This design comes from an exercise in tuning for small area, a short achievable clock period and few clock cycles per item on the open sky130 flow, not from production work.
Function was not checked in any run shown here: the RTL went through the layout flow alone.

==> design/flow/design.v <==
module gf32_mul (
    input  wire [24:0] a,
    input  wire [4:0]  b,
    output wire [4:0]  y
);
    assign y = (a[4:0]   & {5{b[0]}}) ^ (a[9:5]   & {5{b[1]}}) ^ (a[14:10] & {5{b[2]}}) ^
               (a[19:15] & {5{b[3]}}) ^ (a[24:20] & {5{b[4]}});
endmodule
module gf32_inv (
    input  wire [4:0]  a,
    output reg  [24:0] g,
    output reg  [4:0]  tau
);
    always @* begin
        case (a)
            5'd0: begin g = 25'h0000000; tau = 5'h00; end
            5'd1: begin g = 25'h0FAAD21; tau = 5'h09; end
            5'd2: begin g = 25'h12131BA; tau = 5'h08; end
            5'd3: begin g = 25'h1C2CA04; tau = 5'h1E; end
            5'd4: begin g = 25'h1A8EEA3; tau = 5'h02; end
            5'd5: begin g = 25'h0953770; tau = 5'h16; end
            5'd6: begin g = 25'h0546059; tau = 5'h13; end
            5'd7: begin g = 25'h14D1E43; tau = 5'h04; end
            5'd8: begin g = 25'h0F3782D; tau = 5'h15; end
            5'd9: begin g = 25'h11FF027; tau = 5'h19; end
            5'd10: begin g = 25'h132863B; tau = 5'h11; end
            5'd11: begin g = 25'h17C0555; tau = 5'h03; end
            5'd12: begin g = 25'h04BB8FB; tau = 5'h1A; end
            5'd13: begin g = 25'h17665F1; tau = 5'h1C; end
            5'd14: begin g = 25'h01332E2; tau = 5'h01; end
            5'd15: begin g = 25'h01539BC; tau = 5'h05; end
            5'd16: begin g = 25'h02D72C5; tau = 5'h0E; end
            5'd17: begin g = 25'h1B2094D; tau = 5'h14; end
            5'd18: begin g = 25'h02716B8; tau = 5'h0D; end
            5'd19: begin g = 25'h07C2DD0; tau = 5'h07; end
            5'd20: begin g = 25'h0799326; tau = 5'h0F; end
            5'd21: begin g = 25'h158A645; tau = 5'h10; end
            5'd22: begin g = 25'h147FF5D; tau = 5'h1F; end
            5'd23: begin g = 25'h0B4AB2C; tau = 5'h0C; end
            5'd24: begin g = 25'h0E99B1A; tau = 5'h12; end
            5'd25: begin g = 25'h1240EF6; tau = 5'h1D; end
            5'd26: begin g = 25'h1E3D7E2; tau = 5'h06; end
            5'd27: begin g = 25'h065FE2C; tau = 5'h18; end
            5'd28: begin g = 25'h0B22511; tau = 5'h0A; end
            5'd29: begin g = 25'h10399F4; tau = 5'h17; end
            5'd30: begin g = 25'h1AEE124; tau = 5'h0B; end
            5'd31: begin g = 25'h1E6EC77; tau = 5'h1B; end
            default: begin g = 25'h0; tau = 5'h0; end
        endcase
    end
endmodule
module gf32_log (
    input  wire [4:0]  a,
    output wire [30:0] m
);
    assign m[30] = (a == 5'd1);
    assign m[29] = (a == 5'd2);
    assign m[28] = (a == 5'd4);
    assign m[27] = (a == 5'd8);
    assign m[26] = (a == 5'd16);
    assign m[25] = (a == 5'd5);
    assign m[24] = (a == 5'd10);
    assign m[23] = (a == 5'd20);
    assign m[22] = (a == 5'd13);
    assign m[21] = (a == 5'd26);
    assign m[20] = (a == 5'd17);
    assign m[19] = (a == 5'd7);
    assign m[18] = (a == 5'd14);
    assign m[17] = (a == 5'd28);
    assign m[16] = (a == 5'd29);
    assign m[15] = (a == 5'd31);
    assign m[14] = (a == 5'd27);
    assign m[13] = (a == 5'd19);
    assign m[12] = (a == 5'd3);
    assign m[11] = (a == 5'd6);
    assign m[10] = (a == 5'd12);
    assign m[9] = (a == 5'd24);
    assign m[8] = (a == 5'd21);
    assign m[7] = (a == 5'd15);
    assign m[6] = (a == 5'd30);
    assign m[5] = (a == 5'd25);
    assign m[4] = (a == 5'd23);
    assign m[3] = (a == 5'd11);
    assign m[2] = (a == 5'd22);
    assign m[1] = (a == 5'd9);
    assign m[0] = (a == 5'd18);
endmodule
module flex_bch (
    input  wire        clk,
    input  wire        rst,
    input  wire        in_valid,
    output wire        in_ready,
    input  wire        in_op,
    input  wire [31:0] in_word,
    output wire        out_valid,
    input  wire        out_ready,
    output wire [31:0] out_word,
    output wire        out_ok,
    output wire [1:0]  out_nfix
);
    wire [4:0] s1, s3;
    wire [9:0] e;            
    wire xn31 = in_word[4] ^ in_word[15];
    wire xn32 = in_word[22] ^ in_word[25];
    wire xn33 = in_word[6] ^ in_word[14];
    wire xn34 = in_word[2] ^ in_word[11];
    wire xn35 = in_word[16] ^ in_word[17];
    wire xn36 = in_word[5] ^ in_word[7];
    wire xn37 = in_word[21] ^ in_word[24];
    wire xn38 = in_word[3] ^ in_word[12];
    wire xn39 = xn31 ^ xn34;
    wire xn40 = in_word[8] ^ in_word[23];
    wire xn41 = in_word[1] ^ in_word[27];
    wire xn42 = in_word[0] ^ in_word[26];
    wire xn43 = in_word[13] ^ in_word[19];
    wire xn44 = in_word[10] ^ in_word[18];
    wire xn45 = xn38 ^ xn43;
    wire xn46 = xn32 ^ xn36;
    wire xn47 = xn35 ^ xn44;
    wire xn48 = xn33 ^ xn37;
    wire xn49 = in_word[14] ^ in_word[16];
    wire xn50 = in_word[9] ^ in_word[20];
    wire xn51 = in_word[5] ^ in_word[21];
    wire xn52 = in_word[1] ^ in_word[30];
    wire xn53 = xn31 ^ xn51;
    wire xn54 = xn35 ^ xn42;
    wire xn55 = xn33 ^ xn40;
    wire xn56 = xn39 ^ xn47;
    wire xn57 = xn45 ^ xn46;
    assign s1[0] = ((((in_word[20] ^ in_word[8]) ^ xn31) ^ (xn49 ^ xn52)) ^ xn57);
    assign s1[1] = ((((in_word[0] ^ in_word[18]) ^ (in_word[29] ^ in_word[7])) ^ xn39) ^ (xn45 ^ xn48));
    assign s1[2] = ((((in_word[19] ^ in_word[28]) ^ (in_word[6] ^ in_word[7])) ^ (xn32 ^ xn40)) ^ xn56);
    assign s1[3] = ((((in_word[15] ^ in_word[22]) ^ (in_word[3] ^ in_word[9])) ^ (xn36 ^ xn41)) ^ (xn47 ^ xn48));
    assign s1[4] = ((((in_word[13] ^ in_word[2]) ^ xn50) ^ xn53) ^ (xn54 ^ xn55));
    assign s3[0] = ((((in_word[12] ^ in_word[25]) ^ xn52) ^ xn48) ^ xn56);
    assign s3[1] = ((((in_word[11] ^ in_word[27]) ^ (in_word[28] ^ in_word[4])) ^ (xn32 ^ xn37)) ^ ((xn38 ^ xn42) ^ (xn49 ^ xn50)));
    assign s3[2] = ((((in_word[15] ^ in_word[18]) ^ xn34) ^ xn54) ^ xn57);
    assign s3[3] = ((((in_word[10] ^ in_word[12]) ^ (in_word[13] ^ in_word[17])) ^ ((in_word[23] ^ in_word[26]) ^ (in_word[28] ^ in_word[29]))) ^ ((xn32 ^ xn41) ^ xn53));
    assign s3[4] = ((((in_word[0] ^ in_word[20]) ^ xn41) ^ xn39) ^ (xn46 ^ xn55));
    wire [9:0] rem;          
    wire [9:0] s = {s3, s1};
    wire xm10 = s[0] ^ s[5];
    wire xm11 = s[3] ^ xm10;
    wire xm12 = s[1] ^ s[4];
    wire xm13 = s[7] ^ s[9];
    wire xm14 = s[8] ^ xm12;
    wire xm15 = s[2] ^ s[6];
    wire xm16 = s[6] ^ xm14;
    wire xm17 = s[2] ^ s[9];
    wire xm18 = xm13 ^ xm15;
    wire xm19 = s[4] ^ xm11;
    assign rem[0] = ((s[0] ^ s[7]) ^ xm16);
    assign rem[1] = (s[1] ^ xm18);
    assign rem[2] = (xm17 ^ xm11);
    assign rem[3] = xm11;
    assign rem[4] = xm16;
    assign rem[5] = ((xm10 ^ xm17) ^ xm14);
    assign rem[6] = (xm15 ^ xm19);
    assign rem[7] = ((xm13 ^ xm11) ^ xm16);
    assign rem[8] = (xm10 ^ xm18);
    assign rem[9] = (xm13 ^ xm19);
    wire [9:0] d_hi = in_word[30:21] ^ ({rem[0], rem[1], rem[2], rem[3], rem[4], rem[5], rem[6], rem[7], rem[8], rem[9]} & {10{in_op}});
    reg        full;
    reg [30:0] word;
    assign in_ready  = !full || out_ready;
    assign out_valid = full;
    always @(posedge clk) begin
        if (rst)
            full <= 1'b0;
        else if (in_ready)
            full <= in_valid;
    end
    wire [24:0] g;
    wire [4:0]  tau;
    gf32_inv u_tab (.a(s1), .g(g), .tau(tau));
    wire [4:0] s1g = s1 & {5{!in_op}};
    wire [4:0] s3g = s3 & {5{!in_op}};
    wire remz = (s1 == 5'd0 && s3 == 5'd0);
    wire [4:0] pa, pb;
    gf32_mul u_pa (.a({10'd0, g[14:0]}), .b({2'b00, s3g[2:0]}), .y(pa));
    gf32_mul u_pb (.a({g[24:15], 15'd0}), .b({s3g[4:3], 3'b000}), .y(pb));
    wire d_ta = ~^(tau[2:0] & s3g[2:0]);
    wire d_tb = (^(tau[4:3] & s3g[4:3])) || in_op || remz;
    reg       b31, ta, tb;
    reg [4:0] ra, rb, rc;
    always @(posedge clk) begin
        if (in_ready) begin
            b31  <= in_word[31];
            ta   <= d_ta;
            tb   <= d_tb;
            word <= {d_hi, in_word[20:0]};
            ra   <= pa;
            rb   <= pb;
            rc   <= pb ^ s1g;
        end
    end
    wire fix = !(ta ^ tb);
    wire ok  = fix;
    wire [4:0] r1 = ra ^ rc, r2 = ra ^ rb;
    wire b31_out = b31 && !ok;
    wire [30:0] m1, m2;
    gf32_log u_m1 (.a(r1), .m(m1));
    gf32_log u_m2 (.a(r2), .m(m2));
    wire [30:0] fixed = word ^ ((m1 | m2) & {31{fix}});
    assign out_word = {b31_out, fixed};
    assign out_ok   = ok;
    assign out_nfix = {fix && r1 != 5'd0, fix && r1 == 5'd0 && r2 != 5'd0};
endmodule
==> design/flow/flow/run.sh <==
#!/bin/bash
# Layout: the standard flow (ORFS synthesis, floorplan, power grid, place, CTS,
# route) with two changes:
#  - the half/full adder cells and the 3-input XOR/XNOR cells are added to the
#    platform's don't-use list, so Yosys's adder extraction leaves the XOR logic to
#    ABC, which maps it into faster 2-input gates;
#  - the port buffers are buf_2 cells instead of the delay cells buffer_ports picks.
# Registers are untouched: same names and cell types as the standard synthesis.
# ORFS writes each step's log to orfs/logs/; make's output goes to standard.log.
set -euo pipefail
export BUFFER_PORTS_ARGS="-inputs -buffer_cell sky130_fd_sc_hd__buf_2"
export POST_GLOBAL_PLACE_TCL="$PWD/flow/post_gpl.tcl"
PLATFORM_DONT_USE=$(make -s -C "$FLOW_HOME" DESIGN_CONFIG="$PWD/config.mk" WORK_HOME="$PWD/orfs_q" print-DONT_USE_CELLS 2>/dev/null | sed -n 's/^DONT_USE_CELLS *: *//p')
rm -rf orfs_q
EXTRA=""
for c in ha_1 ha_2 ha_4 fa_1 fa_2 fa_4 xor3_1 xor3_2 xor3_4 xnor3_1 xnor3_2 xnor3_4; do
  EXTRA="$EXTRA sky130_fd_sc_hd__$c"
done
echo "DONT_USE_CELLS=$PLATFORM_DONT_USE$EXTRA" > dont_use.log
bash standard.sh "DONT_USE_CELLS=$PLATFORM_DONT_USE$EXTRA" finish > standard.log 2>&1
==> design/flow/flow/post_gpl.tcl <==
# Buffer the output ports with buf_1 cells (the inputs got buf_2 cells from
# global_place.tcl's buffer_ports -inputs call).
log_cmd buffer_ports -outputs -buffer_cell sky130_fd_sc_hd__buf_1
==> design/flow/standard.sh <==
#!/bin/bash
# synth_recipe.tcl (not shown) runs the flow's synth.tcl, then flattens the netlist and writes it again
# the make line also repeats each setting of config.mk as NAME=value (left out here)
make -C /OpenROAD-flow-scripts/flow DESIGN_CONFIG=/design/flow/config.mk WORK_HOME=/design/flow/orfs CLKGATE_MAP_FILE= SYNTH_SCRIPT=/design/flow/synth_recipe.tcl "${@:-finish}"
==> design/flow/config.mk <==
export PLATFORM = sky130hd
export DESIGN_NAME = flex_bch
export DESIGN_NICKNAME = flex_bch
export VERILOG_FILES = /design/flow/design.v
export SDC_FILE = /design/flow/constraint.sdc
export NUM_CORES = 4
export LEC_CHECK = 0
export CAP_MARGIN = 20
export CORE_MARGIN = 2
export CORE_UTILIZATION = 50
export CTS_BUF_LIST = sky130_fd_sc_hd__clkbuf_4 sky130_fd_sc_hd__clkbuf_8
export PLACE_DENSITY = 0.7
export SETUP_SLACK_MARGIN = 3.5
export SLEW_MARGIN = 20
==> design/flow/constraint.sdc <==
create_clock -name core_clock -period 8.0 [get_ports {clk}]
set_input_delay 1.6000 -clock core_clock [delete_from_list [all_inputs] [get_ports {clk}]]
set_output_delay 1.6000 -clock core_clock [all_outputs]
set_load 0.01 [all_outputs]
==> summary.md, run 1 <==
| Metric | Value |
|---|---|
| Status | `finished clean` |
| Post-DP HPWL | `~13000 um` |
| Crit path cell chain | `buf_2 -> xnor2_2 -> xnor2_1 -> xnor2_2 -> xor2_2 -> xor2_2 -> buf_12 -> nor2_1 -> a22o_1 -> a2111oi_4 -> xnor2_1 -> xor2_1` |
| WS Path Type | `in -> reg` |
| Main flop type after synthesis | `edfxtp_1` |
| Crit end category | `register` |
| Initial antenna violation count | `1` |
| Fillers | `960` |
| Core area | `about 11000 um2` |
| Slowest Stage Delay on Critical Path | `around 0.40 ns` |
| CTS Root Cell | `clkbuf_8` |
| NumNets Final | `740` |
| H-tree depth | `2` |
| DR pass1 iterations | `5` |
| Avg Vias per Cell | `approximately 6.2` |
| CTS tree | `done` |
| Post-DRT Antenna Nets | `0` |
| Share of cells above drive strength 1 | `0.152` |
| Syn Nets | `roughly 680` |
| IO Pins | `74` |
| CP Data Arrival Time | `approximately 4.6 ns` |
| GR Overflow Total | `0` |
| Async S/R FF share, synth | `0` |
| Sequential-to-total area share from yosys stat | `0.272` |
| DIE WIDTH | `about 110 um` |
| F_max | `approximately 230 MHz` |
| Fin crit period | `roughly 4.4 ns` |
| Drt wl/cell | `about 21 um` |
| Number of global-route vias before repair | `4802` |
| CP Data Required Time | `8.14 ns` |
| Crit-path max FO | `44` |
| EDFF count, synth | `between 40 and 50` |
| Die ar. | `around 12000 um2` |
| Total number of vias | `between 5000 and 6000` |
| First-pass GRT wire length | `around 26000 um` |
| DRC | `0` |
| Hold Vio Cnt, Final | `0` |
| Starting Density | `0.509` |
| Cells after synthesis | `about 640` |
| Num CTS Buffers | `5` |
| Total Routing Usage GR | `0.294` |
| RSZ-0062 raised after global routing | `false` |
| IO Port Bufs | `73` |
| Slew HR | `0.427` |
| N_diodes | `0` |
| Max Clock Skew | `0.0116 ns` |
| Cts hold-fix bufs | `0` |
| Worst-Margin Slew | `0.856 ns` |
| Ys Warns | `2` |
| Slowest CP cell | `a2111oi_4` |
| Area of the multi-input gates | `3980 um2` |
| Syn avg cell area | `about 8.6 um2` |
| Routed wire length | `between 15000 and 20000 um` |
| Hold crit path type | `reg -> reg` |
| Clk Latency, worst-skew pair | `0.32 ns` |
| Fin Setup TNS | `0 ns` |
| Clock Tree Buf Depth | `2` |
| Slew Limit Fails | `0` |
| Finish-stage setup viols | `0` |
| Netlist cell types | `56` |
| Clk slew on worst S/H paths | `approximately 0.09 ns` |
| Flops & latches, synth | `50` |
| Largest net degree at the start of global routing | `51` |
| Row cnt | `38` |
| Clock net sink count | `50` |
| Final Cycle Share | `0.555` |
| Cell area after synthesis | `around 5500 um2` |
| Launching element type of the critical path | `input port` |
| DIE HEIGHT | `roughly 110 um` |
| Max Cap Viol | `0` |
| FF+latch area | `1490 um2` |
| DRT iter0 DRCs | `627` |
| Synth-to-layout area growth | `13.6%` |
[worst max-delay path: cells and delay by family]
kind | cells | cell delay (ns)
AND/OR/NAND/NOR | 1 | 0.15
XOR/XNOR | 7 | 1.73
AO/OA/AOI/OAI | 2 | 0.69
buffers and inverters | 2 | 0.37
[state kept, by name, indices dropped and copies added (netlist names)]
register,cells
word,31
ra,5
rb,5
rc,5
b31,1
full,1
ta,1
tb,1
[synth_stat cells, types with 2 or more instances]
library cell	count	area share
or2_2	2	0.0023
buf_6	4	0.0082
xor2_1	45	0.072
buf_4	3	0.0041
edfxtp_1	49	0.27
o32ai_1	3	0.0048
a22oi_1	6	0.0082
a2111oi_0	2	0.0032
a21oi_1	21	0.019
nand2_1	81	0.055
xnor2_2	17	0.050
or3_1	6	0.0068
nor4b_1	2	0.0032
o21ai_0	39	0.036
o31a_1	2	0.0032
inv_1	2	0.0014
o21a_1	3	0.0041
o21ai_1	4	0.0036
o311ai_0	2	0.0032
o22ai_1	34	0.039
buf_1	3	0.0021
mux2i_1	3	0.0055
a31oi_1	13	0.015
and2_1	4	0.0046
a211oi_1	4	0.0055
xor2_2	5	0.015
nor2_1	58	0.040
nor3_1	14	0.013
nand2b_1	4	0.0046
clkbuf_1	11	0.0075
xnor2_1	124	0.20
o221ai_1	4	0.0064
o211ai_1	9	0.012
a311oi_1	2	0.0032
a221oi_1	2	0.0032
nand3_1	13	0.012
buf_2	16	0.015
nor2b_1	6	0.0068
nand4_1	3	0.0034
[stage by stage]
stage | setup slack [ns] | util | instance area [um2] | std cells | hold slack [ns]
global route | 3.49 | 0.578 | 6240 | 844 | 1.03
detailed placement | 2.85 | 0.547 | 5900 | 830 | 0.974
global placement | 2.98 | 0.534 | 5760 | 793 | 1.08
CTS | 3.51 | 0.563 | 6080 | 841 | 1.00
finish | 3.56 | 0.578 | 6240 | 844 | 0.964
floorplan | 3.90 | - | 5490 | 642 | 1.19
[cell families (layout without fill, tap and decap cells)]
| logic type | Yosys count | in the layout | share of synthesized area |
|---|---|---|---|
| simple gates | 195 | 195 | 0.155 |
| buf+inv | 39 | 101 | 0.0378 |
| flops | 50 | 50 | 0.272 |
| fa+ha+maj | 1 | 1 | 0.00182 |
| mux | 3 | 3 | 0.00547 |
| xor+xnor | 191 | 191 | 0.335 |
| compound gates | 163 | 163 | 0.194 |
[timing repair]
| item | in CTS | in global routing |
|---|---|---|
| cloned | 0 | 0 |
| pin swaps | 2 | 3 |
| setup buffers | 3 | 3 |
| gates resized for setup | 8 | 21 |
| setup endpoints to repair | 14 | 15 |
| endpoints found under the hold margin | 0 | 0 |
[final cells by class]
type                       instances  area share
clock buffer                       5      0.0110
clock inverter                     3     0.00461
sequential                        50       0.239
multi-input combinational        553       0.638
timing repair buffer              91      0.0776
inverter                           2     0.00120
tap                              140      0.0281
[layer usage]
metal | GRT usage | part of all wire
met1 | 0.407 | 0.41
met2 | 0.453 | 0.47
met3 | 0.0442 | 0.081
met4 | 0.131 | 0.041
met5 | 0 | 0.00090
[cells in the final DEF, fill, tap and decap left out, types with 14 or more instances in the layout]
master      n
o21ai_0    39
xor2_1     41
xnor2_1   111
xnor2_2    27
edfxtp_1   49
nor2_1     58
buf_2      36
nor3_1     14
buf_1      37
o22ai_1    34
nand2_1    80
a21oi_1    21
[final timing paths]
kind | from | end | slack (ns) | depth (start not counted)
worst min-delay path | full$_SDFFE_PP0P_ | b31$_DFFE_PP_ | 0.96 | 2
worst max-delay path | in_word[17] | ra[0]$_DFFE_PP_ | 3.56 | 12
worst max register to register | full$_SDFFE_PP0P_ | word[16]$_DFFE_PP_ | 6.71 | 2
worst min register to register | full$_SDFFE_PP0P_ | b31$_DFFE_PP_ | 0.96 | 2
==> run 2, diff against run 1 <==
--- a/design/flow/flow/run.sh
+++ b/design/flow/flow/run.sh
@@ -8,8 +8,7 @@
 # Registers are untouched: same names and cell types as the standard synthesis.
 # ORFS writes each step's log to orfs/logs/; make's output goes to standard.log.
 set -euo pipefail
-export BUFFER_PORTS_ARGS="-inputs -buffer_cell sky130_fd_sc_hd__buf_2"
-export POST_GLOBAL_PLACE_TCL="$PWD/flow/post_gpl.tcl"
+export BUFFER_PORTS_ARGS="-buffer_cell sky130_fd_sc_hd__buf_2"
 PLATFORM_DONT_USE=$(make -s -C "$FLOW_HOME" DESIGN_CONFIG="$PWD/config.mk" WORK_HOME="$PWD/orfs_q" print-DONT_USE_CELLS 2>/dev/null | sed -n 's/^DONT_USE_CELLS *: *//p')
 rm -rf orfs_q
 EXTRA=""
--- a/design/flow/config.mk
+++ b/design/flow/config.mk
@@ -7,8 +7,8 @@
 export LEC_CHECK = 0
 export CAP_MARGIN = 20
 export CORE_MARGIN = 2
-export CORE_UTILIZATION = 50
+export CORE_UTILIZATION = 40
 export CTS_BUF_LIST = sky130_fd_sc_hd__clkbuf_4 sky130_fd_sc_hd__clkbuf_8
-export PLACE_DENSITY = 0.7
+export PLACE_DENSITY = 0.6
 export SETUP_SLACK_MARGIN = 3.5
 export SLEW_MARGIN = 20
removed: design/flow/flow/post_gpl.tcl
==> run 2 against run 1 <==
Critical path depth fell by 2. Synthesized area unchanged. Clock skew is 0.0068 ns lower. Die area up 24%. Global-route usage is 5.4 points lower. Worst setup slack improved by 0.014 ns. Non-clock buffer count fell by 5. Via count is 2.2% lower. Critical endpoint unchanged. Sequential cell count stayed put. Hold slack got worse by 0.022 ns.
==> summary.md, run 2 <==
| Metric | Value |
|---|---|
| Biggest register | `word` |
| Cell area after synthesis | `5490 um2 (unchanged)` |
| Most frequent cells in the layout | `xnor2_1, nand2_1, buf_2, nor2_1, edfxtp_1` |
| EDFF count, synth | `49 (unchanged)` |
| RSZ-0062 raised after global routing | `true` |
| Core area | `13300 um2 (+24%)` |
| Largest net degree at the start of global routing | `52 (+2.0%)` |
| IO Port Bufs | `73 (unchanged)` |
| Setup ws final | `3.58 ns (+0.0139 ns)` |
| Netlist cell types | `56 (unchanged)` |
| Sequential-to-total area share from yosys stat | `0.272 (unchanged)` |
| First-pass GRT wire length | `27400 um (+3.8%)` |
| Max Cap Viol | `0 (unchanged)` |
| Clk Latency, worst-skew pair | `0.30 ns (-0.02 ns)` |
| Post-route cell area | `6230 um2 (about the same)` |
| Die ar. | `14700 um2 (+24%)` |
| Clk slew on worst S/H paths | `0.09 ns (about the same)` |
| Hold Path Stages | `2 (unchanged)` |
| Finish-stage setup viols | `0 (unchanged)` |
| Most common cell after layout, fill and taps aside | `xnor2_1` |
| Slowest Stage Delay on Critical Path | `0.57 ns (+0.17 ns)` |
| Drt wl/cell | `20.4 um (-3.6%)` |
| Clock net sink count | `50 (unchanged)` |
| Share of cells above drive strength 1 | `0.200 (+0.0483)` |
| Ys Warns | `2 (unchanged)` |
| Post-synth top cells | `xnor2_1, nand2_1, nor2_1` |
| DRT iter0 DRCs | `610 (-2.7%)` |
| N_diodes | `0 (unchanged)` |
| Syn Nets | `679 (unchanged)` |
| Main flop type after synthesis | `edfxtp_1` |
| Routed wire length | `17800 um (about the same)` |
| Fin crit period | `4.42 ns (-0.0139 ns)` |
| Flops & latches, synth | `50 (unchanged)` |
| Synth top area cells | `edfxtp_1, xnor2_1, xor2_1, nand2_1, xnor2_2` |
| Clock Tree Buf Depth | `2 (unchanged)` |
| DIE HEIGHT | `121 um (+11%)` |
| Max Clock Skew | `0.00482 ns (-0.00682 ns)` |
| Setup WS pre-CTS | `3.11 ns (+0.263 ns)` |
| Initial antenna violation count | `0 (-1)` |
| NumNets Final | `735 (-0.68%)` |
| Number of global-route vias before repair | `4735 (-1.4%)` |
| Launching element type of the critical path | `input port` |
| Cells after synthesis | `642 (unchanged)` |
| H-tree depth | `2 (unchanged)` |
| Fillers | `1301 (+36%)` |
| Largest register FFs | `31 (unchanged)` |
| F_max | `226 MHz (+0.31%)` |
| Post-DP HPWL | `13400 um (+4.8%)` |
| Fin Setup TNS | `0 ns (unchanged)` |
| CP Data Required Time | `8.13 ns (about the same)` |
| Synth-to-layout area growth | `13.6% (about the same)` |
| Total number of vias | `5147 (-2.2%)` |
| DR pass1 iterations | `5 (unchanged)` |
| Status | `finished clean` |
| Post-DRT Antenna Nets | `0 (unchanged)` |
| Async S/R FF share, synth | `0 (unchanged)` |
| Placed cells | `866 (+4.3%)` |
| DIE WIDTH | `121 um (+11%)` |
| Avg Vias per Cell | `5.88 (-5.7%)` |
| CTS Root Cell | `clkbuf_8` |
| Reg2Reg Depth | `2 (unchanged)` |
| Post-DP Area | `5990 um2 (+1.5%)` |
| Synth area leader | `edfxtp_1` |
| Starting Density | `0.411 (-0.0974)` |
| Hold Vio Cnt, Final | `0 (unchanged)` |
| FF+latch area | `1490 um2 (unchanged)` |
| Syn avg cell area | `8.55 um2 (unchanged)` |
| Hold crit path type | `reg -> reg` |
| Slew Limit Fails | `0 (unchanged)` |
| Num CTS Buffers | `5 (unchanged)` |
| Cts hold-fix bufs | `0 (unchanged)` |
| Area of the multi-input gates | `3920 um2 (-1.5%)` |
| Worst-Margin Slew | `0.693 ns (-0.163 ns)` |
| GP Congestion | `between 0.9 and 1` |
| Slew HR | `0.532 (+0.105)` |
| Most frequent cell after synthesis | `xnor2_1` |
| Most used cell along the critical path | `xnor2_1` |
| WS Path Type | `in -> reg` |
| Fin cells | `875 (+3.7%)` |
| DRC | `0 (unchanged)` |
| Crit path cell chain | `buf_2 -> xnor2_1 -> xnor2_1 -> xnor2_2 -> xnor2_1 -> nor2b_1 -> o211ai_1 -> or3_1 -> xnor2_1 -> xor2_1` |
| Total Routing Usage GR | `0.240 (-0.0537)` |
| Crit-path max FO | `6 (-86%)` |
| Crit end category | `register` |
| CTS tree | `done` |
| CP Data Arrival Time | `4.56 ns (-0.02 ns)` |
| Final Cycle Share | `0.553 (-0.00174)` |
| GR Overflow Total | `0 (unchanged)` |
| Row cnt | `42 (+11%)` |
| Slowest CP cell | `nor2b_1` |
| Top-area cell type share of the netlist area | `0.268 (unchanged)` |
| IO Pins | `74 (unchanged)` |
-- run 2: logic make-up after synthesis --
family,Yosys count,synth area share
compound gates,163,0.194
xor+xnor,191,0.335
fa+ha+maj,1,0.00182
buf+inv,39,0.0378
flops,50,0.272
mux,3,0.00547
simple gates,195,0.155
-- run 2: repair_timing --
item | 4_1_cts | 5_1_grt
buffers inserted | 0 | 1
gates resized for setup | 8 | 15
pin swaps | 0 | 2
setup endpoints to repair | 4 | 15
-- run 2: through the flow --
stage | hold WS (ns) | util
final | 0.942 | 0.467
after global placement | 0.947 | 0.449
after detailed placement | 0.962 | 0.449
after CTS | 0.995 | 0.461
after global routing | 1.00 | 0.467
after floorplan | 1.19 | -
-- run 2: critical path: cells and delay by family --
kind,cells,cell delay [ns]
AO/OA/AOI/OAI,1,0.18
buffers and inverters,1,0.13
AND/OR/NAND/NOR,2,0.93
XOR/XNOR,6,1.71
-- run 2: final cells by class --
| type | instances | area share |
|---|---|---|
| Inverter | 2 | 0.00120 |
| Tap cell | 176 | 0.0353 |
| Multi-Input combinational cell | 553 | 0.629 |
| Timing Repair Buffer | 86 | 0.0773 |
| Clock buffer | 6 | 0.0122 |
| Sequential cell | 50 | 0.239 |
| Clock inverter | 2 | 0.00602 |
-- run 2: per-layer routing --
metal / vias to the layer above / GRT usage / share of wire
li1: 2403 / - / -
met1: 2450 / 0.344 / 0.43
met2: 264 / 0.384 / 0.47
met3: 30 / 0.0244 / 0.080
met4: 0 / 0.0682 / 0.024
met5: - / 0 / 0
-- run 2: final timing paths --
check / start / end / slack (ns)
worst max-delay path: in_word[14] / ra[0]$_DFFE_PP_ / 3.58
worst min-delay path: full$_SDFFE_PP0P_ / b31$_DFFE_PP_ / 0.94
worst max register to register: full$_SDFFE_PP0P_ / word[29]$_DFFE_PP_ / 6.72
worst min register to register: full$_SDFFE_PP0P_ / b31$_DFFE_PP_ / 0.94
==> run 3, diff against run 2 <==
--- a/design/flow/config.mk
+++ b/design/flow/config.mk
@@ -7,8 +7,8 @@
 export LEC_CHECK = 0
 export CAP_MARGIN = 20
 export CORE_MARGIN = 2
-export CORE_UTILIZATION = 40
+export CORE_UTILIZATION = 50
 export CTS_BUF_LIST = sky130_fd_sc_hd__clkbuf_4 sky130_fd_sc_hd__clkbuf_8
-export PLACE_DENSITY = 0.6
+export PLACE_DENSITY = 0.7
 export SETUP_SLACK_MARGIN = 3.5
 export SLEW_MARGIN = 20
==> run 3 against run 2 <==
Critical path type unchanged. Synthesized area did not move. Highest routed layer unchanged. Worst setup slack improved by 0.054 ns. Fmax rose by 1.2%. Final cell count fell by 3.9%. Wire length rose by 1.5%. Synthesized cell count did not move. Critical endpoint is now tb$_DFFE_PP_.
==> summary.md, run 3 <==
| Metric | Value |
|---|---|
| Setup WS pre-CTS | `2.91 ns (-0.200 ns)` |
| Die ar. | `11800 um2 (-19%)` |
| Largest register FFs | `31 (unchanged)` |
| WS Path Type | `in -> reg` |
| Placed cells | `830 (-4.2%)` |
| Number of global-route vias before repair | `4974 (+5.0%)` |
| Final Cycle Share | `0.546 (-0.00679)` |
| Flops & latches, synth | `50 (unchanged)` |
| Row cnt | `38 (-9.5%)` |
| Clk slew on worst S/H paths | `0.10 ns (about the same)` |
| IO Pins | `74 (unchanged)` |
| Avg Vias per Cell | `6.22 (+5.7%)` |
| Async S/R FF share, synth | `0 (unchanged)` |
| Ys Warns | `2 (unchanged)` |
| Share of cells above drive strength 1 | `0.208 (+0.00799)` |
| Crit path cell chain | `buf_2 -> xnor2_2 -> xnor2_2 -> xor2_4 -> xor2_4 -> buf_6 -> nor2_2 -> a22oi_1 -> o2bb2ai_1 -> o31ai_2 -> xnor2_1 -> or3_1` |
| Fillers | `987 (-24%)` |
| Largest net degree at the start of global routing | `52 (unchanged)` |
| Netlist cell types | `56 (unchanged)` |
| CP Data Arrival Time | `4.43 ns (-0.13 ns)` |
| H-tree depth | `2 (unchanged)` |
| DR pass1 iterations | `5 (unchanged)` |
| Main flop type after synthesis | `edfxtp_1` |
| GR Overflow Total | `0 (unchanged)` |
| Cells after synthesis | `642 (unchanged)` |
| First-pass GRT wire length | `27800 um (+1.6%)` |
| Slew HR | `0.519 (-0.0131)` |
| Max Cap Viol | `0 (unchanged)` |
| CTS Root Cell | `clkbuf_8` |
| Most frequent cell after synthesis | `xnor2_1` |
| CTS tree | `done` |
| Hold Vio Cnt, Final | `0 (unchanged)` |
| Routed wire length | `18100 um (+1.5%)` |
| Syn Nets | `679 (unchanged)` |
| Clk Latency, worst-skew pair | `0.31 ns (about the same)` |
| Cell area after synthesis | `5490 um2 (unchanged)` |
| Top-area cell type share of the netlist area | `0.268 (unchanged)` |
| Total Routing Usage GR | `0.307 (+0.0673)` |
| FF+latch area | `1490 um2 (unchanged)` |
| NumNets Final | `737 (+0.27%)` |
| F_max | `229 MHz (+1.2%)` |
| Synth top area cells | `edfxtp_1, xnor2_1, xor2_1, nand2_1, xnor2_2` |
| Starting Density | `0.509 (+0.0974)` |
| Clock Tree Buf Depth | `2 (unchanged)` |
| Clock net sink count | `50 (unchanged)` |
| Slowest Stage Delay on Critical Path | `0.44 ns (-0.13 ns)` |
| Drt wl/cell | `21.5 um (+5.6%)` |
| RSZ-0062 raised after global routing | `true` |
| Fin cells | `841 (-3.9%)` |
| Setup ws final | `3.63 ns (+0.0544 ns)` |
| Post-synth top cells | `xnor2_1, nand2_1, nor2_1` |
| Hold crit path type | `reg -> reg` |
| Crit end category | `register` |
| Initial antenna violation count | `0 (unchanged)` |
| EDFF count, synth | `49 (unchanged)` |
| Post-DRT Antenna Nets | `0 (unchanged)` |
| IO Port Bufs | `73 (unchanged)` |
| Cts hold-fix bufs | `0 (unchanged)` |
| Slowest CP cell | `xnor2_2` |
| Crit-path max FO | `29 (+23)` |
| Launching element type of the critical path | `input port` |
| Max Clock Skew | `0.00470 ns (-0.000114 ns)` |
| Area of the multi-input gates | `4000 um2 (+2.1%)` |
| Hold WS | `0.957 ns (+0.0146 ns)` |
| Post-DP Area | `5950 um2 (-0.75%)` |
| Most frequent cells in the layout | `xnor2_1, nand2_1, buf_2, nor2_1, edfxtp_1` |
| Finish-stage setup viols | `0 (unchanged)` |
| Synth area leader | `edfxtp_1` |
| Slew Limit Fails | `0 (unchanged)` |
| Most common cell after layout, fill and taps aside | `xnor2_1` |
| DRC | `0 (unchanged)` |
| Core area | `10800 um2 (-19%)` |
| Total number of vias | `5231 (+1.6%)` |
| Critical path's top delay family | `XOR/XNOR gates` |
| Fin crit period | `4.37 ns (-0.0544 ns)` |
| Worst-Margin Slew | `0.713 ns (+0.0194 ns)` |
| Post-route cell area | `6290 um2 (+0.82%)` |
| CP Data Required Time | `8.06 ns (-0.07 ns)` |
| Sequential-to-total area share from yosys stat | `0.272 (unchanged)` |
| Fin Setup TNS | `0 ns (unchanged)` |
| DRT iter0 DRCs | `603 (-1.1%)` |
| Post-DP HPWL | `13400 um (-0.24%)` |
| Syn avg cell area | `8.55 um2 (unchanged)` |
| GP Congestion | `0.993 (+6.5%)` |
| Biggest register | `word` |
| N_diodes | `0 (unchanged)` |
| DIE WIDTH | `109 um (-10%)` |
| Num CTS Buffers | `5 (unchanged)` |
| Status | `finished clean` |
| DIE HEIGHT | `109 um (-10%)` |
| Worst Path Buf+Inv | `2 (+1)` |
| Synth-to-layout area growth | `14.5%` |
## run 3: worst min-delay path, stage by stage, from the launching register on
cell	delay, ns
dfxtp_1	0.35
nand2b_2	0.05
buf_4	0.31
## run 3: kinds of logic after synthesis
logic type,Yosys count,share of synthesized area
xor+xnor,191,0.335
fa+ha+maj,1,0.00182
flops,50,0.272
simple gates,195,0.155
compound gates,163,0.194
buf+inv,39,0.0378
mux,3,0.00547
## run 3: cell type report
class                           count  share of cell area
Clock buffer                        6              0.0121
Clock inverter                      2             0.00597
Tap cell                          140              0.0279
Inverter                            2             0.00119
Timing Repair Buffer               88              0.0790
Sequential cell                    50               0.237
Multi-Input combinational cell    553               0.637
## run 3: final timing paths
| check | startpoint | endpoint | slack (ns) | depth (start not counted) |
|---|---|---|---|---|
| max | in_word[17] | tb$_DFFE_PP_ | 3.63 | 12 |
| min | full$_SDFFE_PP0P_ | b31$_DFFE_PP_ | 0.96 | 2 |
| max reg2reg | full$_SDFFE_PP0P_ | word[4]$_DFFE_PP_ | 6.69 | 2 |
| min reg2reg | full$_SDFFE_PP0P_ | b31$_DFFE_PP_ | 0.96 | 2 |
## run 3: metrics by stage
stage                     utilization
after CTS                       0.565
after global placement          0.551
after detailed placement        0.551
final                           0.582
after global routing            0.582
after floorplan                     -
## run 3: layer usage
layer,global-route usage,share of wire
met1,0.403,0.40
met2,0.503,0.47
met3,0.0412,0.084
met4,0.141,0.045
met5,0,0
## run 3: repair_timing
item | CTS | global route
setup buffers | 0 | 3
endpoints found under the setup margin | 12 | 23
gates resized for setup | 6 | 25
==> run 4, diff against run 3 <==
--- a/design/flow/design.v
+++ b/design/flow/design.v
@@ -177,26 +177,31 @@
     wire [4:0] s3g = s3 & {5{!in_op}};
     wire remz = (s1 == 5'd0 && s3 == 5'd0);
     wire [4:0] pa, pb;
-    gf32_mul u_pa (.a({10'd0, g[14:0]}), .b({2'b00, s3g[2:0]}), .y(pa));
-    gf32_mul u_pb (.a({g[24:15], 15'd0}), .b({s3g[4:3], 3'b000}), .y(pb));
-    wire d_ta = ~^(tau[2:0] & s3g[2:0]);
-    wire d_tb = (^(tau[4:3] & s3g[4:3])) || in_op || remz;
-    reg       b31, ta, tb;
-    reg [4:0] ra, rb, rc;
+    gf32_mul u_pa (.a({15'd0, g[9:0]}), .b({3'b000, s3g[1:0]}), .y(pa));
+    gf32_mul u_pb (.a({5'd0, g[19:10], 10'd0}), .b({1'b0, s3g[3:2], 2'b00}), .y(pb));
+    wire d_ta = ~^(tau[1:0] & s3g[1:0]);
+    wire d_tb = (^(tau[3:2] & s3g[3:2])) || in_op || remz;
+    wire d_tc = tau[4] && s3g[4];
+    reg       b31, ta, tb, tc, rs34;
+    reg [4:0] ra, rb, rg4, rs1;
     always @(posedge clk) begin
         if (in_ready) begin
             b31  <= in_word[31];
             ta   <= d_ta;
             tb   <= d_tb;
+            tc   <= d_tc;
             word <= {d_hi, in_word[20:0]};
             ra   <= pa;
             rb   <= pb;
-            rc   <= pb ^ s1g;
+            rg4  <= g[24:20];
+            rs34 <= s3g[4];
+            rs1  <= s1g;
         end
     end
-    wire fix = !(ta ^ tb);
+    wire fix = !(ta ^ tb ^ tc);
     wire ok  = fix;
-    wire [4:0] r1 = ra ^ rc, r2 = ra ^ rb;
+    wire [4:0] r2 = ra ^ rb ^ (rg4 & {5{rs34}});
+    wire [4:0] r1 = r2 ^ rs1;
     wire b31_out = b31 && !ok;
     wire [30:0] m1, m2;
     gf32_log u_m1 (.a(r1), .m(m1));
--- a/design/flow/flow/run.sh
+++ b/design/flow/flow/run.sh
@@ -8,7 +8,8 @@
 # Registers are untouched: same names and cell types as the standard synthesis.
 # ORFS writes each step's log to orfs/logs/; make's output goes to standard.log.
 set -euo pipefail
-export BUFFER_PORTS_ARGS="-buffer_cell sky130_fd_sc_hd__buf_2"
+export BUFFER_PORTS_ARGS="-inputs -buffer_cell sky130_fd_sc_hd__buf_2"
+export POST_GLOBAL_PLACE_TCL="$PWD/flow/post_gpl.tcl"
 PLATFORM_DONT_USE=$(make -s -C "$FLOW_HOME" DESIGN_CONFIG="$PWD/config.mk" WORK_HOME="$PWD/orfs_q" print-DONT_USE_CELLS 2>/dev/null | sed -n 's/^DONT_USE_CELLS *: *//p')
 rm -rf orfs_q
 EXTRA=""
==> design/flow/flow/post_gpl.tcl (new file) <==
# Buffer the output ports with buf_1 cells (the inputs got buf_2 cells from
# global_place.tcl's buffer_ports -inputs call).
log_cmd buffer_ports -outputs -buffer_cell sky130_fd_sc_hd__buf_1
--- a/design/flow/config.mk
+++ b/design/flow/config.mk
@@ -7,8 +7,8 @@
 export LEC_CHECK = 0
 export CAP_MARGIN = 20
 export CORE_MARGIN = 2
-export CORE_UTILIZATION = 50
+export CORE_UTILIZATION = 40
 export CTS_BUF_LIST = sky130_fd_sc_hd__clkbuf_4 sky130_fd_sc_hd__clkbuf_8
-export PLACE_DENSITY = 0.7
+export PLACE_DENSITY = 0.6
 export SETUP_SLACK_MARGIN = 3.5
 export SLEW_MARGIN = 20
==> run 4 against run 3 <==
Sequential share of layout area is 1.6 points higher. Hold slack better by 0.027 ns. Via count is 2.2% lower. Synthesized cell count is 3.0% lower. Count of clock-buffer cells in the layout is 4 higher. Core utilization is 9.8 points lower. Design area is 6.9% higher. Sequential cell count is 7 higher.
==> summary.md, run 4 <==
| Metric | Value |
|---|---|
| Status | `finished clean` |
| Avg Vias per Cell | `5.72 (-8.1%)` |
| Reg2reg end | `word[18]$_DFFE_PP_` |
| Post-synth top cells | `xnor2_1, nand2_1, nor2_1` |
| Sequential-to-total area share from yosys stat | `0.299 (+0.0278)` |
| Cell area after synthesis | `5680 um2 (+3.5%)` |
| Slew Limit Fails | `0 (unchanged)` |
| DIE WIDTH | `123 um (+13%)` |
| Finish-stage setup viols | `0 (unchanged)` |
| Fin Setup TNS | `0 ns (unchanged)` |
| Clock Tree Buf Depth | `2 (unchanged)` |
| Largest net degree at the start of global routing | `59 (+13%)` |
| WS Path Type | `in -> reg` |
| Clock net sink count | `57 (+14%)` |
| Total number of vias | `5117 (-2.2%)` |
| Most frequent cells in the layout | `xnor2_1, nand2_1, nor2_1, edfxtp_1, xor2_1` |
| Hold crit path type | `reg -> reg` |
| Main flop type after synthesis | `edfxtp_1` |
| Routed wire length | `17500 um (-3.4%)` |
| Synth-to-layout area growth | `18.3%` |
| Drt wl/cell | `19.5 um (-9.2%)` |
| Fin cells | `895 (+6.4%)` |
| Fin crit period | `4.39 ns (+0.0176 ns)` |
| CP Data Required Time | `8.07 ns (about the same)` |
| Worst-Margin Slew | `0.935 ns (+0.222 ns)` |
| Syn Nets | `660 (-2.8%)` |
| Most common cell after layout, fill and taps aside | `xnor2_1` |
| DR pass1 iterations | `6 (+1)` |
| DIE HEIGHT | `123 um (+13%)` |
| Clk slew on worst S/H paths | `0.06 ns (-0.04 ns)` |
| Ys Warns | `2 (unchanged)` |
| H-tree depth | `3 (+1)` |
| Hold Vio Cnt, Final | `0 (unchanged)` |
| Synth area leader | `edfxtp_1` |
| Cells after synthesis | `623 (-3.0%)` |
| Endpoint, Worst Hold | `b31$_DFFE_PP_` |
| F_max | `228 MHz (-0.40%)` |
| Reg2Reg Depth | `2 (unchanged)` |
| GR Overflow Total | `0 (unchanged)` |
| CP Data Arrival Time | `4.46 ns (+0.03 ns)` |
| Hold_sp | `full$_SDFFE_PP0P_` |
| First-pass GRT wire length | `26600 um (-4.2%)` |
| Most frequent cell after synthesis | `xnor2_1` |
| Netlist cell types | `52 (-7.1%)` |
| Die ar. | `15200 um2 (+28%)` |
| Crit end category | `register` |
| Placed cells | `855 (+3.0%)` |
| Max Clock Skew | `0.0107 ns (+0.00602 ns)` |
| Share of cells above drive strength 1 | `0.192 (-0.0167)` |
| Clk Latency, worst-skew pair | `0.34 ns (+0.03 ns)` |
| Top-area cell type share of the netlist area | `0.296 (+0.0279)` |
| Flops & latches, synth | `57 (+14%)` |
| Async S/R FF share, synth | `0 (unchanged)` |
| Worst r2r src | `full$_SDFFE_PP0P_` |
| EDFF count, synth | `56 (+14%)` |
| Core area | `13900 um2 (+29%)` |
| IO Port Bufs | `73 (unchanged)` |
| Syn avg cell area | `9.12 um2 (+6.7%)` |
| Max Cap Viol | `0 (unchanged)` |
| CTS tree | `done` |
| IO Pins | `74 (unchanged)` |
| Post-DP HPWL | `12600 um (-5.7%)` |
| N_diodes | `0 (unchanged)` |
| Reg2Reg Setup Slack | `6.66 ns (-0.03 ns)` |
| CTS Root Cell | `clkbuf_8` |
| Total Routing Usage GR | `0.232 (-0.0756)` |
| Critical Path Source | `in_word[17]` |
| Number of global-route vias before repair | `4583 (-7.9%)` |
| Biggest register | `word` |
| Launching element type of the critical path | `input port` |
| Synth top area cells | `edfxtp_1, xnor2_1, xor2_1, nand2_1, xnor2_2` |
| Starting Density | `0.409 (-0.0993)` |
| RSZ-0062 raised after global routing | `true` |
| Num CTS Buffers | `9 (+4)` |
| Hold Path Stages | `2 (unchanged)` |
| Row cnt | `43 (+13%)` |
| Slew HR | `0.376 (-0.143)` |
| NumNets Final | `749 (+1.6%)` |
| Initial antenna violation count | `0 (unchanged)` |
| Crit-path max FO | `14 (-52%)` |
| Post-DRT Antenna Nets | `0 (unchanged)` |
| Final Cycle Share | `0.549 (+0.00220)` |
| DRT iter0 DRCs | `690 (+14%)` |
| DRC | `0 (unchanged)` |
| Largest register FFs | `31 (unchanged)` |
[run 4: cells by family after synthesis]
kind of cell	share of synthesized area
and+or+nand+nor	0.141
xor gates and xnor gates	0.352
AOI/OAI and AO/OA	0.175
DFF	0.299
buffers and inverters	0.0284
muxes	0.00176
adders and majority gates	0.00176
[run 4: through the flow]
| step | setup slack, ns | util | hold WS, ns | area, um2 |
|---|---|---|---|---|
| 2_1_floorplan | 3.99 | - | 1.27 | 5690 |
| 3_3_place_gp | 3.02 | 0.436 | 1.09 | 6060 |
| 3_5_place_dp | 3.10 | 0.446 | 1.01 | 6200 |
| 4_1_cts | 3.53 | 0.466 | 1.02 | 6470 |
| 5_1_grt | 3.47 | 0.484 | 1.09 | 6720 |
| 6_report | 3.61 | 0.484 | 0.984 | 6720 |
[run 4: worst max path at each step]
| stage | to | slack (ns) | cells past startpoint |
|---|---|---|---|
| 4_1_cts | ra[1]$_DFFE_PP_ | 3.53 | 12 |
| 3_5_place_dp | ra[1]$_DFFE_PP_ | 3.10 | 12 |
| 2_1_floorplan | in_ready | 3.99 | 1 |
| 5_1_grt | ra[1]$_DFFE_PP_ | 3.47 | 12 |
| 6_report | ra[4]$_DFFE_PP_ | 3.61 | 12 |
| 3_3_place_gp | rb[4]$_DFFE_PP_ | 3.02 | 11 |
[run 4: routing by layer]
layer	global-route usage	wire length (um)	up-vias
li1	-	-	2380
met1	0.339	7690	2422
met3	0.0387	1390	41
met5	0	0	-
met4	0.0696	446	0
met2	0.350	7940	274
[run 4: timing repair]
item,4_1_cts,5_1_grt
buffers inserted,0,24
gates cloned,2,0
pin swaps,1,9
resized for setup,5,9
setup endpoints to repair,28,41
hold buffers,0,0
[run 4: critical path, stage by stage]
cell      delay (ns)
buf_2           0.13
xnor2_1         0.30
xnor2_1         0.26
xor2_1          0.28
xnor2_2         0.20
buf_4           0.19
xnor2_2         0.70
nor2_1          0.09
a21oi_1         0.22
o221ai_1        0.18
a21oi_1         0.20
xnor2_1         0.10
[run 4: layout make-up]
type                       instances  area [um2]
clock buffer                      10         131
clock inverter                     4        70.1
inverter                           3        11.3
fill                            1339        7160
multi-input combinational        534        4000
sequential                        57        1700
tap                              180         225
timing repair buffer             107         578
==> run 5, diff against run 4 <==
--- a/design/flow/design.v
+++ b/design/flow/design.v
@@ -8,44 +8,87 @@
 endmodule
 module gf32_inv (
     input  wire [4:0]  a,
-    output reg  [24:0] g,
-    output reg  [4:0]  tau
+    output reg  [14:0] g,
+    output reg  [2:0]  tau
 );
     always @* begin
         case (a)
-            5'd0: begin g = 25'h0000000; tau = 5'h00; end
-            5'd1: begin g = 25'h0FAAD21; tau = 5'h09; end
-            5'd2: begin g = 25'h12131BA; tau = 5'h08; end
-            5'd3: begin g = 25'h1C2CA04; tau = 5'h1E; end
-            5'd4: begin g = 25'h1A8EEA3; tau = 5'h02; end
-            5'd5: begin g = 25'h0953770; tau = 5'h16; end
-            5'd6: begin g = 25'h0546059; tau = 5'h13; end
-            5'd7: begin g = 25'h14D1E43; tau = 5'h04; end
-            5'd8: begin g = 25'h0F3782D; tau = 5'h15; end
-            5'd9: begin g = 25'h11FF027; tau = 5'h19; end
-            5'd10: begin g = 25'h132863B; tau = 5'h11; end
-            5'd11: begin g = 25'h17C0555; tau = 5'h03; end
-            5'd12: begin g = 25'h04BB8FB; tau = 5'h1A; end
-            5'd13: begin g = 25'h17665F1; tau = 5'h1C; end
-            5'd14: begin g = 25'h01332E2; tau = 5'h01; end
-            5'd15: begin g = 25'h01539BC; tau = 5'h05; end
-            5'd16: begin g = 25'h02D72C5; tau = 5'h0E; end
-            5'd17: begin g = 25'h1B2094D; tau = 5'h14; end
-            5'd18: begin g = 25'h02716B8; tau = 5'h0D; end
-            5'd19: begin g = 25'h07C2DD0; tau = 5'h07; end
-            5'd20: begin g = 25'h0799326; tau = 5'h0F; end
-            5'd21: begin g = 25'h158A645; tau = 5'h10; end
-            5'd22: begin g = 25'h147FF5D; tau = 5'h1F; end
-            5'd23: begin g = 25'h0B4AB2C; tau = 5'h0C; end
-            5'd24: begin g = 25'h0E99B1A; tau = 5'h12; end
-            5'd25: begin g = 25'h1240EF6; tau = 5'h1D; end
-            5'd26: begin g = 25'h1E3D7E2; tau = 5'h06; end
-            5'd27: begin g = 25'h065FE2C; tau = 5'h18; end
-            5'd28: begin g = 25'h0B22511; tau = 5'h0A; end
-            5'd29: begin g = 25'h10399F4; tau = 5'h17; end
-            5'd30: begin g = 25'h1AEE124; tau = 5'h0B; end
-            5'd31: begin g = 25'h1E6EC77; tau = 5'h1B; end
-            default: begin g = 25'h0; tau = 5'h0; end
+            5'd0: begin g = 15'h0000; tau = 3'h0; end
+            5'd1: begin g = 15'h2D21; tau = 3'h1; end
+            5'd2: begin g = 15'h31BA; tau = 3'h0; end
+            5'd3: begin g = 15'h4A04; tau = 3'h6; end
+            5'd4: begin g = 15'h6EA3; tau = 3'h2; end
+            5'd5: begin g = 15'h3770; tau = 3'h6; end
+            5'd6: begin g = 15'h6059; tau = 3'h3; end
+            5'd7: begin g = 15'h1E43; tau = 3'h4; end
+            5'd8: begin g = 15'h782D; tau = 3'h5; end
+            5'd9: begin g = 15'h7027; tau = 3'h1; end
+            5'd10: begin g = 15'h063B; tau = 3'h1; end
+            5'd11: begin g = 15'h0555; tau = 3'h3; end
+            5'd12: begin g = 15'h38FB; tau = 3'h2; end
+            5'd13: begin g = 15'h65F1; tau = 3'h4; end
+            5'd14: begin g = 15'h32E2; tau = 3'h1; end
+            5'd15: begin g = 15'h39BC; tau = 3'h5; end
+            5'd16: begin g = 15'h72C5; tau = 3'h6; end
+            5'd17: begin g = 15'h094D; tau = 3'h4; end
+            5'd18: begin g = 15'h16B8; tau = 3'h5; end
+            5'd19: begin g = 15'h2DD0; tau = 3'h7; end
+            5'd20: begin g = 15'h1326; tau = 3'h7; end
+            5'd21: begin g = 15'h2645; tau = 3'h0; end
+            5'd22: begin g = 15'h7F5D; tau = 3'h7; end
+            5'd23: begin g = 15'h2B2C; tau = 3'h4; end
+            5'd24: begin g = 15'h1B1A; tau = 3'h2; end
+            5'd25: begin g = 15'h0EF6; tau = 3'h5; end
+            5'd26: begin g = 15'h57E2; tau = 3'h6; end
+            5'd27: begin g = 15'h7E2C; tau = 3'h0; end
+            5'd28: begin g = 15'h2511; tau = 3'h2; end
+            5'd29: begin g = 15'h19F4; tau = 3'h7; end
+            5'd30: begin g = 15'h6124; tau = 3'h3; end
+            5'd31: begin g = 15'h6C77; tau = 3'h3; end
+            default: begin g = 15'h0; tau = 3'h0; end
+        endcase
+    end
+endmodule
+module gf32_inv_sq (
+    input  wire [4:0]  b,
+    output reg  [9:0]  g,
+    output reg  [1:0]  tau
+);
+    always @* begin
+        case (b)
+            5'd0: begin g = 10'h000; tau = 2'h0; end
+            5'd1: begin g = 10'h1F5; tau = 2'h1; end
+            5'd2: begin g = 10'h0CB; tau = 2'h3; end
+            5'd3: begin g = 10'h3C7; tau = 2'h0; end
+            5'd4: begin g = 10'h242; tau = 2'h1; end
+            5'd5: begin g = 10'h385; tau = 2'h3; end
+            5'd6: begin g = 10'h248; tau = 2'h3; end
+            5'd7: begin g = 10'h1D3; tau = 2'h2; end
+            5'd8: begin g = 10'h0F8; tau = 2'h0; end
+            5'd9: begin g = 10'h04E; tau = 2'h1; end
+            5'd10: begin g = 10'h1E6; tau = 2'h2; end
+            5'd11: begin g = 10'h23F; tau = 2'h3; end
+            5'd12: begin g = 10'h364; tau = 2'h2; end
+            5'd13: begin g = 10'h05A; tau = 2'h1; end
+            5'd14: begin g = 10'h265; tau = 2'h2; end
+            5'd15: begin g = 10'h2F8; tau = 2'h0; end
+            5'd16: begin g = 10'h351; tau = 2'h0; end
+            5'd17: begin g = 10'h12A; tau = 2'h2; end
+            5'd18: begin g = 10'h3CD; tau = 2'h3; end
+            5'd19: begin g = 10'h35D; tau = 2'h1; end
+            5'd20: begin g = 10'h0A8; tau = 2'h2; end
+            5'd21: begin g = 10'h29A; tau = 2'h0; end
+            5'd22: begin g = 10'h207; tau = 2'h2; end
+            5'd23: begin g = 10'h164; tau = 2'h1; end
+            5'd24: begin g = 10'h169; tau = 2'h1; end
+            5'd25: begin g = 10'h28F; tau = 2'h3; end
+            5'd26: begin g = 10'h097; tau = 2'h3; end
+            5'd27: begin g = 10'h2EC; tau = 2'h3; end
+            5'd28: begin g = 10'h2B1; tau = 2'h2; end
+            5'd29: begin g = 10'h0F3; tau = 2'h1; end
+            5'd30: begin g = 10'h026; tau = 2'h0; end
+            5'd31: begin g = 10'h02A; tau = 2'h0; end
+            default: begin g = 10'h0; tau = 2'h0; end
         endcase
     end
 endmodule
@@ -170,38 +213,40 @@
         else if (in_ready)
             full <= in_valid;
     end
+    wire [4:0] s2;
+    assign s2[0] = ^(in_word[30:0] & 31'h46EA12CF);
+    assign s2[1] = ^(in_word[30:0] & 31'h967C6EA);
+    assign s2[2] = ^(in_word[30:0] & 31'h259F1BA8);
+    assign s2[3] = ^(in_word[30:0] & 31'hDD4259F);
+    assign s2[4] = ^(in_word[30:0] & 31'h12CF8DD4);
     wire [24:0] g;
     wire [4:0]  tau;
-    gf32_inv u_tab (.a(s1), .g(g), .tau(tau));
+    gf32_inv    u_tab  (.a(s1), .g(g[14:0]), .tau(tau[2:0]));
+    gf32_inv_sq u_tab2 (.b(s2), .g(g[24:15]), .tau(tau[4:3]));
     wire [4:0] s1g = s1 & {5{!in_op}};
     wire [4:0] s3g = s3 & {5{!in_op}};
     wire remz = (s1 == 5'd0 && s3 == 5'd0);
     wire [4:0] pa, pb;
-    gf32_mul u_pa (.a({15'd0, g[9:0]}), .b({3'b000, s3g[1:0]}), .y(pa));
-    gf32_mul u_pb (.a({5'd0, g[19:10], 10'd0}), .b({1'b0, s3g[3:2], 2'b00}), .y(pb));
-    wire d_ta = ~^(tau[1:0] & s3g[1:0]);
-    wire d_tb = (^(tau[3:2] & s3g[3:2])) || in_op || remz;
-    wire d_tc = tau[4] && s3g[4];
-    reg       b31, ta, tb, tc, rs34;
-    reg [4:0] ra, rb, rg4, rs1;
+    gf32_mul u_pa (.a({10'd0, g[14:0]}), .b({2'b00, s3g[2:0]}), .y(pa));
+    gf32_mul u_pb (.a({g[24:15], 15'd0}), .b({s3g[4:3], 3'b000}), .y(pb));
+    wire d_ta = ~^(tau[2:0] & s3g[2:0]);
+    wire d_tb = (^(tau[4:3] & s3g[4:3])) || in_op || remz;
+    reg       b31, ta, tb;
+    reg [4:0] ra, rb, rc;
     always @(posedge clk) begin
         if (in_ready) begin
             b31  <= in_word[31];
             ta   <= d_ta;
             tb   <= d_tb;
-            tc   <= d_tc;
             word <= {d_hi, in_word[20:0]};
             ra   <= pa;
             rb   <= pb;
-            rg4  <= g[24:20];
-            rs34 <= s3g[4];
-            rs1  <= s1g;
+            rc   <= pb ^ s1g;
         end
     end
-    wire fix = !(ta ^ tb ^ tc);
+    wire fix = !(ta ^ tb);
     wire ok  = fix;
-    wire [4:0] r2 = ra ^ rb ^ (rg4 & {5{rs34}});
-    wire [4:0] r1 = r2 ^ rs1;
+    wire [4:0] r1 = ra ^ rc, r2 = ra ^ rb;
     wire b31_out = b31 && !ok;
     wire [30:0] m1, m2;
     gf32_log u_m1 (.a(r1), .m(m1));
--- a/design/flow/flow/run.sh
+++ b/design/flow/flow/run.sh
@@ -8,8 +8,7 @@
 # Registers are untouched: same names and cell types as the standard synthesis.
 # ORFS writes each step's log to orfs/logs/; make's output goes to standard.log.
 set -euo pipefail
-export BUFFER_PORTS_ARGS="-inputs -buffer_cell sky130_fd_sc_hd__buf_2"
-export POST_GLOBAL_PLACE_TCL="$PWD/flow/post_gpl.tcl"
+export BUFFER_PORTS_ARGS="-buffer_cell sky130_fd_sc_hd__buf_2"
 PLATFORM_DONT_USE=$(make -s -C "$FLOW_HOME" DESIGN_CONFIG="$PWD/config.mk" WORK_HOME="$PWD/orfs_q" print-DONT_USE_CELLS 2>/dev/null | sed -n 's/^DONT_USE_CELLS *: *//p')
 rm -rf orfs_q
 EXTRA=""
--- a/design/flow/config.mk
+++ b/design/flow/config.mk
@@ -7,8 +7,8 @@
 export LEC_CHECK = 0
 export CAP_MARGIN = 20
 export CORE_MARGIN = 2
-export CORE_UTILIZATION = 40
+export CORE_UTILIZATION = 50
 export CTS_BUF_LIST = sky130_fd_sc_hd__clkbuf_4 sky130_fd_sc_hd__clkbuf_8
-export PLACE_DENSITY = 0.6
+export PLACE_DENSITY = 0.7
 export SETUP_SLACK_MARGIN = 3.5
 export SLEW_MARGIN = 20
removed: design/flow/flow/post_gpl.tcl
==> run 5 against run 4 <==
First-iteration DRC count is 23% higher. Count of clock-buffer cells in the layout is 5 lower. Hold slack worse by 0.022 ns. Global-route usage is 4.3 points higher. Register-to-register slack better by 0.05 ns. Synthesized cell count is 9.5% higher. Largest cell class unchanged.
==> summary.md, run 5 <==
| Metric | Value |
|---|---|
| Num CTS Buffers | `5 (-4)` |
| Hold Vio Cnt, Final | `0 (unchanged)` |
| Ys Warns | `3 (+1)` |
| Clk slew on worst S/H paths | `0.09 ns (+0.03 ns)` |
| Max Cap Viol | `0 (unchanged)` |
| Launching element type of the critical path | `input port` |
| CP Data Required Time | `8.05 ns (-0.02 ns)` |
| Flops & latches, synth | `50 (-12%)` |
| Total number of vias | `5328 (+4.1%)` |
| Async S/R FF share, synth | `0 (unchanged)` |
| Top-area cell type share of the netlist area | `0.257 (-0.0389)` |
| Setup WS pre-CTS | `2.81 ns (-0.292 ns)` |
| Avg Vias per Cell | `6.03 (+5.4%)` |
| Final Cycle Share | `0.558 (+0.00939)` |
| M3 GR Usage | `0.0437 (+0.00499)` |
| Crit end category | `register` |
| Initial antenna violation count | `0 (unchanged)` |
| DRC | `0 (unchanged)` |
| Routed wire length | `17500 um (+0.21%)` |
| Row cnt | `39 (-9.3%)` |
| Slew Limit Fails | `0 (unchanged)` |
| Clk Latency, worst-skew pair | `0.32 ns (-0.02 ns)` |
| Fin Setup TNS | `0 ns (unchanged)` |
| Most frequent cell after synthesis | `xnor2_1` |
| Biggest register | `word` |
| CP Data Arrival Time | `4.52 ns (+0.06 ns)` |
| DIE HEIGHT | `111 um (-9.9%)` |
| H-tree depth | `2 (-1)` |
| Slew HR | `0.476 (+0.100)` |
| Netlist cell types | `54 (+3.8%)` |
| Worst-Margin Slew | `0.780 ns (-0.155 ns)` |
| Die ar. | `12300 um2 (-19%)` |
| NumNets Final | `777 (+3.7%)` |
| Largest net degree at the start of global routing | `52 (-12%)` |
| Hold crit path type | `reg -> reg` |
| DIE WIDTH | `111 um (-9.9%)` |
| Cells after synthesis | `682 (+9.5%)` |
| DR pass1 iterations | `6 (unchanged)` |
| Post-DRT Antenna Nets | `0 (unchanged)` |
| Max Clock Skew | `0.0183 ns (+0.00757 ns)` |
| CTS Root Cell | `clkbuf_8` |
| Post-synth top cells | `xnor2_1, nand2_1, edfxtp_1` |
| Most Crowded Layer GR | `met2` |
| GR Overflow Total | `0 (unchanged)` |
| DRT iter0 DRCs | `846 (+23%)` |
| WS Path Type | `in -> reg` |
| Fin crit period | `4.46 ns (+0.0751 ns)` |
| Drt wl/cell | `19.8 um (+1.5%)` |
| Cell area after synthesis | `5720 um2 (+0.73%)` |
| Syn avg cell area | `8.39 um2 (-8.0%)` |
| Synth area leader | `edfxtp_1` |
| Core area | `11300 um2 (-19%)` |
| Crit-path max FO | `14 (unchanged)` |
| Setup ws final | `3.54 ns (-0.0751 ns)` |
| F_max | `224 MHz (-1.7%)` |
| Starting Density | `0.508 (+0.0984)` |
| Clock Tree Buf Depth | `2 (unchanged)` |
| IO Port Bufs | `73 (unchanged)` |
| First-pass GRT wire length | `27200 um (+2.1%)` |
| RSZ-0062 raised after global routing | `true` |
| Status | `finished clean` |
| Post-DP HPWL | `12900 um (+2.6%)` |
| Synth-to-layout area growth | `15.3%` |
| Syn Nets | `719 (+8.9%)` |
| N_diodes | `0 (unchanged)` |
| Most common cell after layout, fill and taps aside | `xnor2_1` |
| Total Routing Usage GR | `0.275 (+0.0435)` |
| Met1 usage | `0.399 (+0.0602)` |
| Hold WS | `0.963 ns (-0.0215 ns)` |
| Number of global-route vias before repair | `4930 (+7.6%)` |
| GP Congestion | `between 0.9 and 1` |
| Largest register FFs | `31 (unchanged)` |
| Finish-stage setup viols | `0 (unchanged)` |
| Synth top area cells | `edfxtp_1, xnor2_1, xor2_1, nand2_1, xnor2_2` |
| Met2 usage | `0.437 (+0.0876)` |
| Final Core Density | `0.586 (+0.102)` |
| Clock net sink count | `50 (-12%)` |
| Main flop type after synthesis | `edfxtp_1` |
| Sequential-to-total area share from yosys stat | `0.261 (-0.0389)` |
| EDFF count, synth | `49 (-13%)` |
| Share of cells above drive strength 1 | `0.206 (+0.0149)` |
| IO Pins | `74 (unchanged)` |
| Most frequent cells in the layout | `xnor2_1, nand2_1, buf_2, edfxtp_1, o21ai_0` |
| CTS tree | `done` |
run 5: critical path, stage by stage:
cell	delay, ns
buf_2	0.16
xnor2_1	0.15
xnor2_1	0.63
xnor2_2	0.25
xnor2_2	0.59
nor2_1	0.22
a211oi_1	0.28
a31o_2	0.15
a21o_1	0.16
xnor2_2	0.12
xor2_1	0.18
run 5: logic make-up after synthesis:
kind of cell | after synthesis | share of synthesized area
xor gates and xnor gates | 226 | 0.373
adders and majority gates | 1 | 0.00175
and+or+nand+nor | 191 | 0.141
buffers and inverters | 42 | 0.0387
AOI/OAI and AO/OA | 172 | 0.185
DFF | 50 | 0.261
run 5: final cells by class:
cell class / count / area, um2
Tap cell: 143 / 179
Clock buffer: 5 / 68.8
Multi-Input combinational cell: 590 / 4310
Inverter: 4 / 15.0
Fill cell: 1021 / 4670
Timing Repair Buffer: 89 / 513
Clock inverter: 3 / 23.8
Sequential cell: 50 / 1490
run 5: stage by stage:
stage          instances  cell area, um2
6_report             884            6600
5_1_grt              884            6600
4_1_cts              879            6390
3_5_place_dp         870            6170
3_3_place_gp         870            6170
2_1_floorplan        682            5730
run 5: path summary, 6_finish.rpt:
check,from,endpoint,slack [ns],depth (start not counted)
setup / recovery,in_word[4],rc[2]$_DFFE_PP_,3.54,11
hold / removal,full$_SDFFE_PP0P_,tb$_DFFE_PP_,0.96,2
setup reg to reg,full$_SDFFE_PP0P_,word[24]$_DFFE_PP_,6.71,2
hold reg to reg,full$_SDFFE_PP0P_,tb$_DFFE_PP_,0.96,2
run 5: repair_timing:
item,in CTS,in global routing
setup endpoints to repair,20,18
resized for setup,16,27
setup buffers,1,5
gates cloned,0,0
hold buffers,0,0
pin swaps,1,6
run 5: routing by layer:
layer | routed length, um | up-vias
li1 | - | 2496
met1 | 7540 | 2505
met2 | 8280 | 292
met3 | 1320 | 35
met4 | 360 | 0
met5 | 0 | -

==> separate check: timing with driven ports <==
The flow's constraints put no driver on any port. The routed layouts listed below were extracted and timed again, unchanged, in two steps.
Step 1 (the two cells are an assumption about what drives the block):
set clk [get_ports {clk}]
set_driving_cell -lib_cell sky130_fd_sc_hd__clkbuf_16 $clk
set_driving_cell -lib_cell sky130_fd_sc_hd__buf_2 [delete_from_list [all_inputs] $clk]
Step 2 also shifts input and output timing later by t, the mid clock arrival at the registers, as if the neighbouring blocks saw the same clock.
Three values: ideal, step 1, step 2; two values: the first two.
run	t (ns)	slack for setup (ns)	worst setup path after step 2	pins driven straight from the clock port
run 1	0.344	3.561 / 3.569 / 3.225	input to register	1
run 2	0.337	3.575 / 3.587 / 3.250	input to register	1
run 3	0.341	3.630 / 3.639 / 3.298	input to register	1
run 4	0.361	3.612 / 3.622 / 3.261	input to register	1
run 5	0.340	3.537 / 3.546 / 3.206	input to register	1
After both steps every run listed still meets setup and hold. For run 4, which loses most, drivers alone change the setup slack by +0.010 ns; drivers and shift together by -0.351 ns.
